Context: an optimization exercise on an open-source flow, tuned for small area. The choices shown serve that exercise and are no tape-out recipe.
Function was checked by simulation only, so behaviour that the tests miss may differ from the original.
No driver is modelled on the clock port, so clock power and skew are understated where the tree is cut down; a real chip needs a root buffer or a tree.

==> module swo_core, before the edit <==
module swo_core #(
    parameter integer N = 52    
) (
    input  wire clock,
    input  wire rst,
    input  wire triggerIn,
    input  wire buttonIn,
    output wire swoOut,
    output wire ledRun,
    output wire ledMode
);
    localparam [15:0] PAYLOAD = 16'h4101;
    localparam [4:0] Q_STOP  = 5'd0;
    localparam [4:0] Q_IDLE  = 5'd12;
    localparam [4:0] Q_START = 5'd13;
    localparam [4:0] Q_WAIT  = 5'd14;
    localparam [4:0] Q_SBIT  = 5'd15;
    reg [6:0] cnt;        
    reg [3:0] hi13;       
    reg       trgP;
    reg [2:0] trgL;
    reg [2:0] hist;       
    reg       mode;       
    reg       pend;       
    reg [4:0] q;          
    reg       encEn;
    reg       clkDly;
    reg       outPrev;
    wire tbCC  = (hi13 == 4'd9) & (cnt[2:0] == 3'd3);
    wire tbClk = (hi13 > 4'd9) | ((hi13 == 4'd9) & cnt[2]);
    wire trigger = ~triggerIn & ~trgP & (trgL >= 3'd3) & (trgL <= 3'd5);
    wire trgSat  = ~trgP & (trgL == 3'd6);
    wire sample = (cnt == 7'h7f);
    reg [2:0] histNext;
    always @(*) begin
        case (hist)
            3'd0: histNext = (buttonIn == 1'b0) ? 3'd0 : 3'd1;
            3'd1: histNext = (buttonIn == 1'b0) ? 3'd0 : 3'd3;
            3'd3: histNext = (buttonIn == 1'b0) ? 3'd0 : 3'd7;
            3'd7: histNext = (buttonIn == 1'b0) ? 3'd0 : 3'd5;
            3'd5: histNext = (buttonIn == 1'b1) ? 3'd5 : 3'd4;
            3'd4: histNext = (buttonIn == 1'b1) ? 3'd5 : 3'd6;
            3'd6: histNext = (buttonIn == 1'b1) ? 3'd5 : 3'd2;
            3'd2: histNext = (buttonIn == 1'b1) ? 3'd5 : 3'd0;
            default: histNext = 3'd0;
        endcase
    end
    wire btnFallNext = sample & (hist == 3'd2) & ~buttonIn;
    wire qIdle  = ~q[4] & q[2] & ~q[1] & ~q[0];
    wire qStart = ~q[4] & q[2] & ~q[1] &  q[0];
    wire qSbit  = ~q[4] & q[2] &  q[1] &  q[0];
    wire qStop  = ~q[4] & ~q[2];
    wire qBit   = q[4];
    wire running = ~(~q[4] & q[2] & ~q[1]);
    wire dataBit = PAYLOAD[q[3:0]];
    reg encOut;
    always @(*) begin
        if (qSbit)     encOut = clkDly;
        else if (qBit) encOut = ~(dataBit ^ clkDly);
        else           encOut = 1'b0;
    end
    wire outRise = encOut & ~outPrev;
    wire advance = qIdle ? (trigger | mode) :
                   qStart ? 1'b1 : (encEn & tbCC);
    wire [4:0] qNext = qStop ? Q_IDLE : q + 5'd1;
    always @(posedge clock) begin
        outPrev <= encOut;
        if (encEn) clkDly <= tbClk;
        encEn <= qIdle | qStart | mode | trigger | (encEn & ~(outRise & qBit));
        if (rst) begin
            cnt      <= 7'd0;
            hi13     <= 4'd3;
            trgP     <= 1'b1;
            trgL     <= 3'd0;
            hist     <= 3'd0;
            mode     <= 1'b0;
            pend     <= 1'b0;
            q        <= Q_IDLE;
        end else begin
            cnt <= cnt + 7'd1;
            if (cnt[2:0] == 3'd7) hi13 <= (hi13 == 4'd15) ? 4'd3 : hi13 + 4'd1;
            if (triggerIn) begin
                if (!trgSat) trgL <= trgL + 3'd1;
                if (trgL == 3'd6) trgP <= 1'b0;
            end else begin
                trgP <= 1'b1;
                trgL <= 3'd0;
            end
            if (sample) hist <= histNext;
            if (pend & (~mode | qStop)) mode <= ~mode;
            pend <= (pend & mode & ~qStop) | btnFallNext;
            if (advance) q <= qNext;
        end
    end
    assign swoOut  = encOut;
    assign ledRun  = running & encEn;
    assign ledMode = mode;
endmodule
clock: 10.0 ns
lec_check: 0
cap_margin: 20
core_area: 2.3 2.72 60.72 59.84
die_area: 0 0 62.895 62.895
slew_margin: 20
standard.sh (not shown) runs the stock make flow with config.mk's settings and CLKGATE_MAP_FILE= SYNTH_SCRIPT=/design/flow/synth_recipe.tcl, a recipe that flattens the netlist after the stock synthesis.
==> flow/flow/run.sh <==
#!/bin/bash
# Own layout flow: the standard ORFS flow (standard.sh, unchanged steps)
# with these settings passed to make:
#  - synthesis maps with an area-oriented ABC script and without adder-cell
#    extraction; registers are the standard ones. Each script in flow/abc/
#    is tried (synthesis only, in try_<name>/) and the one giving the least
#    cell area is used for the layout;
#  - the port buffers are buf_1 cells;
#  - CTS builds its tree from clkbuf_8 cells without dummy loads;
# and after CTS, flow/unroot.tcl removes the root clock buffer, whose only
# loads are the two or three leaf clock buffers (the clock port then drives
# them directly).
# make's output goes to flow_make_*.log here (try_<name>.log for the trials);
# each ORFS tool writes its own log under orfs/logs/ (try_<name>/logs/).
set -euo pipefail
W="$PWD"
COMMON=(ABC_AREA=1 ADDER_MAP_FILE= "BUFFER_PORTS_ARGS=-buffer_cell sky130_fd_sc_hd__buf_1"
  "CTS_ARGS=-dont_use_dummy_load -sink_clustering_enable -sink_clustering_size 40 -sink_clustering_max_diameter 200 -buf_list sky130_fd_sc_hd__clkbuf_8 -root_buf sky130_fd_sc_hd__clkbuf_8 -repair_clock_nets")
for f in flow/abc/*.script; do
  n=$(basename "$f" .script)
  cp -r "$FLOW_HOME/scripts" "scripts_$n"
  cp "$f" "scripts_$n/abc_area.script"
  sed "s#$W/orfs#$W/try_$n#g" standard.sh > "try_$n.sh"
  bash "try_$n.sh" SCRIPTS_DIR="$W/scripts_$n" "${COMMON[@]}" synth > "try_$n.log" 2>&1 &
done
wait
best=""; besta=""
for f in flow/abc/*.script; do
  n=$(basename "$f" .script)
  a=$(grep -h "Chip area for module" "try_$n/reports/$FLOW_PLATFORM/swo_core/base/synth_stat.txt" 2>/dev/null | awk '{print $NF}' | tail -1)
  echo "$n ${a:-failed}" >> synth_trials.log
  if [[ -n "$a" ]] && { [[ -z "$besta" ]] || awk "BEGIN{exit !($a < $besta)}"; }; then best=$n; besta=$a; fi
done
echo "chosen $best $besta" >> synth_trials.log
ARGS=(SCRIPTS_DIR="$W/scripts_$best" "${COMMON[@]}")
bash standard.sh "${ARGS[@]}" cts > flow_make_cts.log 2>&1
RESULTS="$W/orfs/results/$FLOW_PLATFORM/swo_core/base" openroad -no_init -exit flow/unroot.tcl > unroot.log 2>&1
bash standard.sh "${ARGS[@]}" finish > flow_make_finish.log 2>&1
Other scripts of this flow, unchanged in this note and not shown: flow/flow/abc/C.script, flow/flow/abc/P.script, flow/flow/abc/R.script, flow/flow/abc/R2.script, flow/flow/abc/S.script, flow/flow/abc/T.script, flow/flow/abc/U.script, flow/flow/abc/V.script, flow/flow/abc/W.script, flow/flow/unroot.tcl
==> next run, changes <==
--- a/flow/design.v
+++ b/flow/design.v
@@ -28,27 +28,14 @@
     reg       outPrev;
     wire tbCC  = (hi13 == 4'd9) & (cnt[2:0] == 3'd3);
     wire tbClk = (hi13 > 4'd9) | ((hi13 == 4'd9) & cnt[2]);
     wire trigger = ~triggerIn & ~trgP & (trgL >= 3'd3) & (trgL <= 3'd5);
     wire trgSat  = ~trgP & (trgL == 3'd6);
     wire sample = (cnt == 7'h7f);
-    reg [2:0] histNext;
-    always @(*) begin
-        case (hist)
-            3'd0: histNext = (buttonIn == 1'b0) ? 3'd0 : 3'd1;
-            3'd1: histNext = (buttonIn == 1'b0) ? 3'd0 : 3'd3;
-            3'd3: histNext = (buttonIn == 1'b0) ? 3'd0 : 3'd7;
-            3'd7: histNext = (buttonIn == 1'b0) ? 3'd0 : 3'd5;
-            3'd5: histNext = (buttonIn == 1'b1) ? 3'd5 : 3'd4;
-            3'd4: histNext = (buttonIn == 1'b1) ? 3'd5 : 3'd6;
-            3'd6: histNext = (buttonIn == 1'b1) ? 3'd5 : 3'd2;
-            3'd2: histNext = (buttonIn == 1'b1) ? 3'd5 : 3'd0;
-            default: histNext = 3'd0;
-        endcase
-    end
-    wire btnFallNext = sample & (hist == 3'd2) & ~buttonIn;
+    wire dis = buttonIn ^ hist[2];
+    wire btnFallNext = sample & hist[2] & hist[1] & hist[0] & ~buttonIn;
     wire qIdle  = ~q[4] & q[2] & ~q[1] & ~q[0];
     wire qStart = ~q[4] & q[2] & ~q[1] &  q[0];
     wire qSbit  = ~q[4] & q[2] &  q[1] &  q[0];
     wire qStop  = ~q[4] & ~q[2];
     wire qBit   = q[4];
     wire running = ~(~q[4] & q[2] & ~q[1]);
@@ -69,13 +56,13 @@
         encEn <= qIdle | qStart | mode | trigger | (encEn & ~(outRise & qBit));
         if (rst) begin
             cnt      <= 7'd0;
             hi13     <= 4'd3;
             trgP     <= 1'b1;
             trgL     <= 3'd0;
-            hist     <= 3'd0;
+            hist     <= 3'b000;
             mode     <= 1'b0;
             pend     <= 1'b0;
             q        <= Q_IDLE;
         end else begin
             cnt <= cnt + 7'd1;
             if (cnt[2:0] == 3'd7) hi13 <= (hi13 == 4'd15) ? 4'd3 : hi13 + 4'd1;
@@ -83,13 +70,17 @@
                 if (!trgSat) trgL <= trgL + 3'd1;
                 if (trgL == 3'd6) trgP <= 1'b0;
             end else begin
                 trgP <= 1'b1;
                 trgL <= 3'd0;
             end
-            if (sample) hist <= histNext;
+            if (sample) begin
+                hist[0] <= dis & ~hist[0];
+                hist[1] <= dis & (hist[1] ^ hist[0]);
+                hist[2] <= hist[2] ^ (dis & hist[1] & hist[0]);
+            end
             if (pend & (~mode | qStop)) mode <= ~mode;
             pend <= (pend & mode & ~qStop) | btnFallNext;
             if (advance) q <= qNext;
         end
     end
     assign swoOut  = encOut;
=>
- The new run finished with timing, DRC and antenna clean
- via count rose by 0.71%
- worst setup slack gets better by 110 ps
- cell count shrinks by about 0.6%
- clock skew drops by 10 ps
- synthesized cell count came out lower by about 0.8%
- cell area does not change
- utilization stays the same
- first-iteration DRC count goes up by about 13%
- sequential cell count is unchanged

-- static timing again, ports no longer ideal --
The flow's constraints put no driver on any port. The routed layouts listed below were extracted and timed again, unchanged, in two steps.
Step 1 assumes that a clkbuf_16 drives the clock port and a buf_2 every other input.
Step 2 times the ports against the registers' clock, not the clock port: input delays grow and output delays shrink by t, the midpoint of the rising clock arrivals with the driver on.
Slacks: ideal / step 1 / step 2; pairs: ideal / step 1.
run	t, ns	slack for setup (ns)	hold WS [ns]	latest minus earliest clock arrival (ns)	worst slew at a driven data input, ns
the first run	0.182	6.365 / 6.381 / 6.199	0.488 / 0.488 / 0.488	0.013 / 0.012	0.03
the second run	0.177	6.477 / 6.490 / 6.313	0.480 / 0.480 / 0.480	0.002 / 0.003	0.03
After both steps setup and hold are still met in every run listed. For the first run, which loses most, drivers alone change the setup slack by +0.016 ns; drivers and shift together by -0.166 ns.
